Source: an optimization exercise on an open RTL-to-GDS flow (aim: small area). Production flows keep margins and buffers that such runs may drop.
Where RTL was checked, it was by simulation tests only, not by an equivalence proof against the original.
The flow treats the clock pin as an ideal source, which a real chip does not have.
Power is estimated from default activity; no workload was simulated.

## piacom_rch
module piacom_rch (
    input  wire        clk,
    input  wire        rst_n,
    input  wire        op_valid,
    input  wire [31:0] op_word,
    output wire        op_ready,
    output wire [2:0]  fault,
    output reg         started,
    input  wire        sw_n,
    output wire        sw_pullup,
    output reg         rst_out,
    output reg         rst_oe,
    output reg         tclk,
    output reg         tclk_oe,
    output reg         stb,
    output reg         stb_oe,
    input  wire        rdy,
    output reg         rtr,
    output reg         rtr_oe,
    input  wire        da,
    output reg         exp_init,
    output reg         exp_req,
    output reg         exp_we,
    output reg         exp_dev,
    output reg  [1:0]  exp_reg,
    output reg  [7:0]  exp_wdata,
    input  wire        exp_ack,
    input  wire [7:0]  exp_rdata,
    output reg         ser_init,
    input  wire        rx_avail,
    input  wire [7:0]  rx_data,
    output reg         rx_pop,
    output reg         tx_valid,
    output reg  [7:0]  tx_data,
    input  wire        tx_ready,
    output reg         have,
    output reg  [7:0]  rxb
);
    localparam [2:0]  F_ILLEGAL    = 3'd1;
    localparam [2:0]  F_RESERVED   = 3'd2;
    localparam [2:0]  F_NOTSTARTED = 3'd3;
    localparam [2:0]  F_RESTARTED  = 3'd4;
    localparam [2:0]  F_CLKRECONF  = 3'd5;
    localparam [4:0]
        M_IDLE      = 5'd0,
        M_SA        = 5'd1,    
        M_SB        = 5'd2,    
        M_CLKINIT   = 5'd3,
        M_SVC_AVAIL = 5'd4,
        M_SVC_POP   = 5'd5,
        M_KEY_STB0  = 5'd6,
        M_KEY_MAP   = 5'd7,
        M_KEY_WR    = 5'd8,
        M_KEY_1     = 5'd9,    
        M_KEY_2     = 5'd10,   
        M_VID_RTR   = 5'd11,
        M_VID_W     = 5'd12,   
        M_VID_RD    = 5'd14,
  ...
Size: roughly 78 flip-flops, about 0.0046 sq mm of cells after synthesis.
==> flow/config.mk <==
export PLATFORM = sky130hd
export DESIGN_NAME = piacom_rch
export DESIGN_NICKNAME = piacom_rch
export VERILOG_FILES = /design/flow/design.v
export SDC_FILE = /design/flow/constraint.sdc
export NUM_CORES = 4
export LEC_CHECK = 0
export CAP_MARGIN = 20
export CORE_MARGIN = 2
export CORE_UTILIZATION = 40
export CTS_BUF_LIST = sky130_fd_sc_hd__clkbuf_8
export SLEW_MARGIN = 20
==> flow/constraint.sdc <==
create_clock -name core_clock -period 10.0 [get_ports {clk}]
set_input_delay 2.0000 -clock core_clock [delete_from_list [all_inputs] [get_ports {clk}]]
set_output_delay 2.0000 -clock core_clock [all_outputs]
set_load 0.01 [all_outputs]
run.sh (not shown) runs the stock make flow with config.mk's settings and CLKGATE_MAP_FILE= SYNTH_SCRIPT=/design/flow/synth_recipe.tcl, a recipe that flattens the netlist after the stock synthesis.
Then changed:
--- a/flow/design.v
+++ b/flow/design.v
@@ -47,38 +47,39 @@
         M_SB        = 5'd2,    
         M_CLKINIT   = 5'd3,
         M_SVC_AVAIL = 5'd4,
         M_SVC_POP   = 5'd5,
         M_KEY_STB0  = 5'd6,
         M_KEY_MAP   = 5'd7,
         M_KEY_WR    = 5'd8,
         M_KEY_1     = 5'd9,    
         M_KEY_2     = 5'd10,   
         M_VID_RTR   = 5'd11,
-        M_VID_W     = 5'd12,   
+        M_VID_SETL  = 5'd12,
+        M_VID_DA    = 5'd13,
         M_VID_RD    = 5'd14,
         M_VID_RTR0  = 5'd15,
         M_EMIT      = 5'd16,
         M_EMIT_LF   = 5'd17,
         M_EMIT_B    = 5'd18,
         M_OPDONE    = 5'd19;
     localparam [1:0]
         I_IDLE   = 2'd0,
         I_SAMPLE = 2'd1,
         I_HOLD   = 2'd2,
         I_EXIT   = 2'd3;
     localparam [9:0] HOLD_SEED = 10'h3FF;
     localparam [9:0] HOLD_LAST = 10'h14D;
     localparam [9:0] HOLD_NEXT = 10'h29B;
-    localparam [4:0] T_SEED = 5'h1F;
-    localparam [4:0] T_POLL = 5'h12;
-    localparam [4:0] T_VID  = 5'h11;
+    localparam [4:0] POLL_SEED = 5'h1F;
+    localparam [4:0] SETL_SEED = 5'h02;
+    localparam [4:0] POLL_LAST = 5'h12;
     function [7:0] map_key;
         input [7:0] v;
         input [1:0] c;
         reg hz, h2, is203, in577, in97, ge96;
         begin
             hz    = c[0];
             h2    = c[1] & ~c[0];
             is203 = hz && (v == 8'd203);
             in577 = h2 && (v[7:6] == 2'b01) && (v[5:0] >= 6'd1) && (v[5:0] <= 6'd26);
             in97  = hz && !v[7] && (v[6:0] >= 7'd97) && (v[6:0] <= 7'd122);
@@ -86,20 +87,21 @@
             map_key[7] = ge96 && !is203 && !in577 && !in97;
             map_key[6] = v[6] && !(in577 || is203);
             map_key[5] = v[5] && !in97;
             map_key[4] = v[4] || is203;
             map_key[3:0] = v[3:0];
         end
     endfunction
     reg [4:0]  mstate;
     reg [1:0]  c;           
     reg [7:0]  b;           
+    reg [4:0]  cnt;
     reg        clk_run;
     reg [2:0]  tj;          
     reg        irq_en;
     reg        irq_pend;
     reg [1:0]  istate;
     reg [9:0]  hold;
     reg        sw_meta, sw_sync, sw_prev;
     assign sw_pullup = tclk_oe;
     wire       cont  = c[1] & c[0];
     wire [7:0] key_m = map_key(b, c);
@@ -169,23 +171,31 @@
             istate <= I_IDLE;
         end else begin
             case (istate)
                 I_IDLE:   if (isr_take) istate <= I_SAMPLE;
                 I_SAMPLE: istate <= sw_sync ? I_EXIT : I_HOLD;
                 I_HOLD:   if (hold_done) istate <= I_EXIT;
                 default:  istate <= I_IDLE;
             endcase
         end
     end
-    wire [4:0] t_step   = {b[3:0], b[4] ^ b[2]};
-    wire       t_poll   = (b[4:0] == T_POLL);
-    wire       t_vid    = (b[4:0] == T_VID);
+    always @(posedge clk) begin
+        if (main_run) begin
+            if ((mstate == M_KEY_1 && !stb) || (mstate == M_KEY_2 && stb))
+                cnt <= POLL_SEED;
+            else if (mstate == M_VID_RTR)
+                cnt <= SETL_SEED;
+            else
+                cnt <= {cnt[3:0], cnt[4] ^ cnt[2]};
+        end
+    end
+    wire cnt_last = (cnt == POLL_LAST);
     wire [7:0] tx_nb;
     assign tx_nb[7] = 1'b0;
     assign tx_nb[6] = ~tx_data[2] & ~(tx_data[0] & ~tx_data[3]);
     assign tx_nb[5] = tx_data[6] & tx_data[0] & ~tx_data[3];
     assign tx_nb[4] = ~(tx_data[4] | tx_data[3] | tx_data[2]);
     assign tx_nb[3] = (tx_data[6] | tx_data[2]) & ~(tx_data[6] & tx_data[3]);
     assign tx_nb[2] = (tx_data[6] & tx_data[0] & ~tx_data[3]) | tx_data[5];
     assign tx_nb[1] = tx_data[0] & ~(tx_data[3] & tx_data[6]);
     assign tx_nb[0] = tx_data[4] | (tx_data[3] & tx_data[6]);
     wire tx_banner_last = tx_data[1] & ~tx_data[2];
@@ -336,48 +346,43 @@
                             exp_we    <= 1'b1;
                             exp_dev   <= 1'b0;
                             exp_reg   <= 2'd2;
                             exp_wdata <= {1'b1, key_m[6:0]};
                         end else if (exp_ack) begin
                             exp_req <= 1'b0;
                             mstate  <= M_KEY_1;
                         end
                     end
                     M_KEY_1: begin
-                        if (!stb) begin
-                            stb    <= 1'b1;
-                            b[4:0] <= T_SEED;
-                        end else if (rdy || t_poll)
+                        if (!stb)
+                            stb <= 1'b1;
+                        else if (rdy || cnt_last)
                             mstate <= M_KEY_2;
-                        else
-                            b[4:0] <= t_step;
                     end
                     M_KEY_2: begin
-                        if (stb) begin
-                            stb    <= 1'b0;
-                            b[4:0] <= T_SEED;
-                        end else if (!rdy || t_poll)
+                        if (stb)
+                            stb <= 1'b0;
+                        else if (!rdy || cnt_last)
                             mstate <= cont ? M_VID_RTR : M_OPDONE;
-                        else
-                            b[4:0] <= t_step;
                     end
                     M_VID_RTR: begin
                         rtr    <= 1'b1;
-                        b[4:0] <= T_SEED;
-                        mstate <= M_VID_W;
+                        mstate <= M_VID_SETL;
+                    end
+                    M_VID_SETL: begin
+                        if (cnt_last)
+                            mstate <= M_VID_DA;
                     end
-                    M_VID_W: begin
-                        if (!t_vid)
-                            b[4:0] <= t_step;
-                        else if (da)
+                    M_VID_DA: begin
+                        if (da) begin
                             mstate <= M_VID_RD;
-                        else begin
+                        end else begin
                             have   <= 1'b0;
                             mstate <= M_OPDONE;
                         end
                     end
                     M_VID_RD: begin
                         if (!exp_req) begin
                             exp_req <= 1'b1;
                             exp_we  <= 1'b0;
                             exp_dev <= 1'b1;
                             exp_reg <= 2'd2;
=>
- total power decreases by 3.7%
- via count decreases by 8.9%
- final area shrinks by 1.2%
- synthesized cell count went down by 6.9%
- fmax is lower by 1.5%
- count of clock-buffer cells in the layout is unchanged
- core utilization shrinks by 1.3 points
- wire length falls by 14%
Function not checked in the second run of this note: the RTL went through the layout flow alone.

* * *

Another version of the RTL of piacom_rch (not shown whole).
Size in the first run: about 110 I/O pins, about 0.0037 mm2 of cells after synthesis.
## piacom_rch
module piacom_rch (
    input  wire        clk,
    input  wire        rst_n,
    input  wire        op_valid,
    input  wire [31:0] op_word,
    output wire        op_ready,
    output wire [2:0]  fault,
    output reg         started,
    input  wire        sw_n,
    output wire        sw_pullup,
    output reg         rst_out,
    output reg         rst_oe,
    output reg         tclk,
    output reg         tclk_oe,
    output reg         stb,
    output reg         stb_oe,
    input  wire        rdy,
    output reg         rtr,
    output reg         rtr_oe,
    input  wire        da,
    output reg         exp_init,
    output reg         exp_req,
    output reg         exp_we,
    output reg         exp_dev,
    output reg  [1:0]  exp_reg,
    output reg  [7:0]  exp_wdata,
    input  wire        exp_ack,
    input  wire [7:0]  exp_rdata,
    output reg         ser_init,
    input  wire        rx_avail,
    input  wire [7:0]  rx_data,
    output reg         rx_pop,
  ...
export LEC_CHECK = 0
export CAP_MARGIN = 20
export CORE_MARGIN = 2
export CORE_UTILIZATION = 70
export GPL_TIMING_DRIVEN = 0
export PLACE_DENSITY = 0.8
export SLEW_MARGIN = 20
create_clock -name core_clock -period 10.0 [get_ports {clk}]
standard.sh (not shown) runs the stock make flow with config.mk's settings and CLKGATE_MAP_FILE= SYNTH_SCRIPT=/design/flow/synth_recipe.tcl, a recipe that flattens the netlist after the stock synthesis.
==> flow/flow/run.sh <==
#!/bin/bash
# Layout flow: the standard synthesis, then its logic (not its
# flip-flops) re-mapped for area with Yosys/ABC, then the standard ORFS
# layout with the smallest buffer on each port and a clock tree of small
# buffers.  Each tool's output goes to a log file in the work folder.
set -euo pipefail
WORK=$(pwd)
R=$WORK/orfs/results/$FLOW_PLATFORM/piacom_rch/base
LIB=$FLOW_HOME/platforms/$FLOW_PLATFORM/lib/sky130_fd_sc_hd__tt_025C_1v80.lib
YOSYS=$(command -v yosys || echo "$FLOW_HOME/../tools/install/yosys/bin/yosys")

export BUFFER_PORTS_ARGS="-buffer_cell sky130_fd_sc_hd__buf_1"
export CTS_ARGS="-sink_clustering_enable -repair_clock_nets -buf_list sky130_fd_sc_hd__clkbuf_4 -dont_use_dummy_load"
export POST_CTS_TCL="$WORK/flow/post_cts.tcl"

# 1. standard synthesis
bash standard.sh synth > "$WORK/synth.log" 2>&1

# 2. re-map the logic, keeping flip-flops and tie cells as they are; each
#    candidate must be proven equal to the standard netlist, the smallest
#    one is kept (the standard netlist if none is)
STD=$R/1_2_yosys_std.v
cp "$R/1_2_yosys.v" "$STD"
DONT_USE=$(grep -o 'cell ("sky130_fd_sc_hd__[a-z0-9_]*")' "$LIB" | grep -E 'lpflow|probe' | sed 's/cell ("//; s/")//' | tr '\n' ' ')
KEEP=$(grep -o 'sky130_fd_sc_hd__[a-z0-9_]*' "$STD" | sort -u | grep -E '__(e?df|sdf|dl|conb)' | tr '\n' ' ')
best=""; best_area=""
for s in area area2 area3 area4 area5 area6; do
  cand=$R/1_2_yosys_$s.v
  if LIB="$LIB" DONT_USE="$DONT_USE" NETLIST="$STD" TOP="$FLOW_TOP" KEEP_CELLS="$KEEP" \
       ABC_SCRIPT="$WORK/flow/$s.abc" OUT="$cand" \
       "$YOSYS" -c "$WORK/flow/remap.tcl" > "$WORK/remap_$s.log" 2>&1 &&
     python3 "$WORK/flow/qnames.py" "$STD" "$cand" > "$WORK/qnames_$s.log" 2>&1 &&
     LIB="$LIB" GOLD="$STD" GATE="$cand" TOP="$FLOW_TOP" \
       "$YOSYS" -c "$WORK/flow/check.tcl" > "$WORK/check_$s.log" 2>&1; then
    a=$(grep 'Chip area for module' "$WORK/remap_$s.log" | tail -1 | awk '{print $NF}')
    echo "$s: proven equal, area $a" >> "$WORK/remap_choice.log"
    if [[ -z "$best" ]] || awk -v a="$a" -v b="$best_area" 'BEGIN{exit !(a<b)}'; then
      best=$cand; best_area=$a
    fi
  else
    echo "$s: refused" >> "$WORK/remap_choice.log"
  fi
done
if [[ -n "$best" ]]; then
  cp "$best" "$R/1_2_yosys.v"
  echo "using $best ($best_area)" >> "$WORK/remap_choice.log"
  rm -f "$R/1_synth.odb" "$R/1_synth.sdc"
else
  echo "using the standard netlist" >> "$WORK/remap_choice.log"
fi

# 3. layout from the chosen netlist
bash standard.sh > "$WORK/layout.log" 2>&1
Other scripts of this flow, unchanged in this note and not shown: flow/flow/area.abc, flow/flow/area2.abc, flow/flow/area3.abc, flow/flow/area4.abc, flow/flow/area5.abc, flow/flow/area6.abc, flow/flow/check.tcl, flow/flow/post_cts.tcl, flow/flow/qnames.py, flow/flow/remap.tcl
Change:
--- a/flow/design.v
+++ b/flow/design.v
@@ -38,42 +38,42 @@
 );
     localparam [2:0]  F_ILLEGAL    = 3'd1;
     localparam [2:0]  F_RESERVED   = 3'd2;
     localparam [2:0]  F_NOTSTARTED = 3'd3;
     localparam [2:0]  F_RESTARTED  = 3'd4;
     localparam [2:0]  F_CLKRECONF  = 3'd5;
     localparam [4:0]
         M_IDLE      = 5'd0,
-        M_SA        = 5'd17,    
+        M_SA        = 5'd20,    
         M_SB        = 5'd4,    
         M_CLKINIT   = 5'd18,
         M_SVC_AVAIL = 5'd22,
         M_SVC_POP   = 5'd5,
         M_KEY_STB0  = 5'd6,
-        M_KEY_MAP   = 5'd12,
+        M_KEY_MAP   = 5'd7,
         M_KEY_WR    = 5'd8,
         M_KEY_1     = 5'd14,    
         M_KEY_2     = 5'd10,   
-        M_VID_RTR   = 5'd11,
-        M_VID_W     = 5'd1,   
+        M_VID_RTR   = 5'd1,
+        M_VID_W     = 5'd11,   
         M_VID_RD    = 5'd9,
         M_VID_RTR0  = 5'd15,
-        M_EMIT      = 5'd7,
+        M_EMIT      = 5'd2,
         M_EMIT_LF   = 5'd3,
-        M_EMIT_B    = 5'd2,
+        M_EMIT_B    = 5'd12,
         M_OPDONE    = 5'd13;
     localparam [1:0]
         I_IDLE   = 2'd0,
         I_SAMPLE = 2'd1,
         I_HOLD   = 2'd2,
         I_EXIT   = 2'd3;
-    localparam [9:0] HOLD_SEED = 10'h3FF;
-    localparam [9:0] HOLD_LAST = 10'h14D;
-    localparam [9:0] HOLD_NEXT = 10'h29B;
+    localparam [9:0] HOLD_SEED  = 10'h3FF;
+    localparam [9:0] PULSE_SEED = 10'h1FF;    
+    localparam [9:0] HOLD_LAST  = 10'h14D;
     localparam [4:0] T_SEED = 5'h1F;
     localparam [4:0] T_POLL = 5'h12;
     localparam [4:0] T_VID  = 5'h11;
     function [7:0] map_key;
         input [7:0] v;
         reg is203, in97, ge96;
         begin
             is203 = (v == 8'd203);
@@ -155,21 +155,22 @@
             tj   <= 3'b000;
             tclk <= 1'b0;
         end else begin
             tj   <= {tj[1:0], ~tj[2]};
             tclk <= tclk ^ (tj[2] & ~tj[1]);
         end
     end
     wire pulse_on   = main_run && (mstate == M_SB) && !rst_oe;
-    wire hold_start = pulse_on || ((istate == I_SAMPLE) && !sw_sync);
+    wire hold_isr   = (istate == I_SAMPLE) && !sw_sync;
     wire hold_done  = (hold == HOLD_LAST);
-    wire hold_after = (hold == HOLD_NEXT);
     always @(posedge clk) begin
-        if (hold_start)
+        if (pulse_on)
+            hold <= PULSE_SEED;
+        else if (hold_isr)
             hold <= HOLD_SEED;
         else
             hold <= {hold[8:0], hold[9] ^ hold[6]};
     end
     always @(posedge clk) begin
         if (!rst_n) begin
             istate <= I_IDLE;
         end else begin
@@ -293,17 +294,17 @@
                     end
                     M_SB: begin
                         if (!rst_oe) begin
                             rst_oe  <= 1'b1;
                             rst_out <= 1'b1;
                         end else if (!irq_en) begin
                             if (!rst_out)
                                 irq_en <= 1'b1;
-                            else if (hold_after)
+                            else if (hold_done)
                                 rst_out <= 1'b0;
                         end else if (exp_req) begin
                         end else if (!exp_we) begin
                             exp_req   <= 1'b1;
                             exp_we    <= 1'b1;
                             exp_dev   <= 1'b1;
                             exp_reg   <= 2'd0;
                             exp_wdata <= 8'hFF;
=> The new run completed without violations; routed wire length went down by about 5.5%; first-iteration DRC count came out lower by 17%; die area came out lower by 1.5%; power decreases by 4.6%; via count drops by about 5%; global-route usage fell by 2.3 points; sequential cell count does not change; hold slack gets better by 0.0084 ns; fmax rose by about 36%; synthesized cell count came out lower by 2.3%; clock power rises by about 6%; final cell count fell by 1.7%; design area decreases by about 1%; sequential power drops by 5.7%.

[static timing again, ports no longer ideal]
Ports are ideal in the flow. The routed layouts listed here were re-timed in OpenROAD. Step 1: set_driving_cell puts a clkbuf_16 on clk and a buf_2 on each other input, an assumption about the parent block. Step 2 also shifts input and output timing later by t, the mid clock arrival at the registers, as if the neighbouring blocks saw the same clock. Three values: no drivers, after step 1, after step 2; two values: the first two.
| run | shift t [ns] | setup WS [ns] | worst data-port slew with drivers (ns) | pins driven straight from the clock port |
|---|---|---|---|---|
| the first run of note 1 | 0.402 | 5.430 / 5.395 / 5.486 | 0.04 | 1 |
| the second run of note 1 | 0.394 | 5.360 / 5.330 / 5.724 | 0.04 | 1 |
| the first run of note 2 | 0.373 | 4.677 / 4.645 / 4.645 | 0.04 | 1 |
| the second run of note 2 | 0.368 | 6.080 / 6.050 / 5.800 | 0.05 | 1 |
After both steps every run listed still meets setup and hold. For the second run of note 2, which loses most, drivers alone change the setup slack by -0.030 ns; drivers and shift together by -0.280 ns.
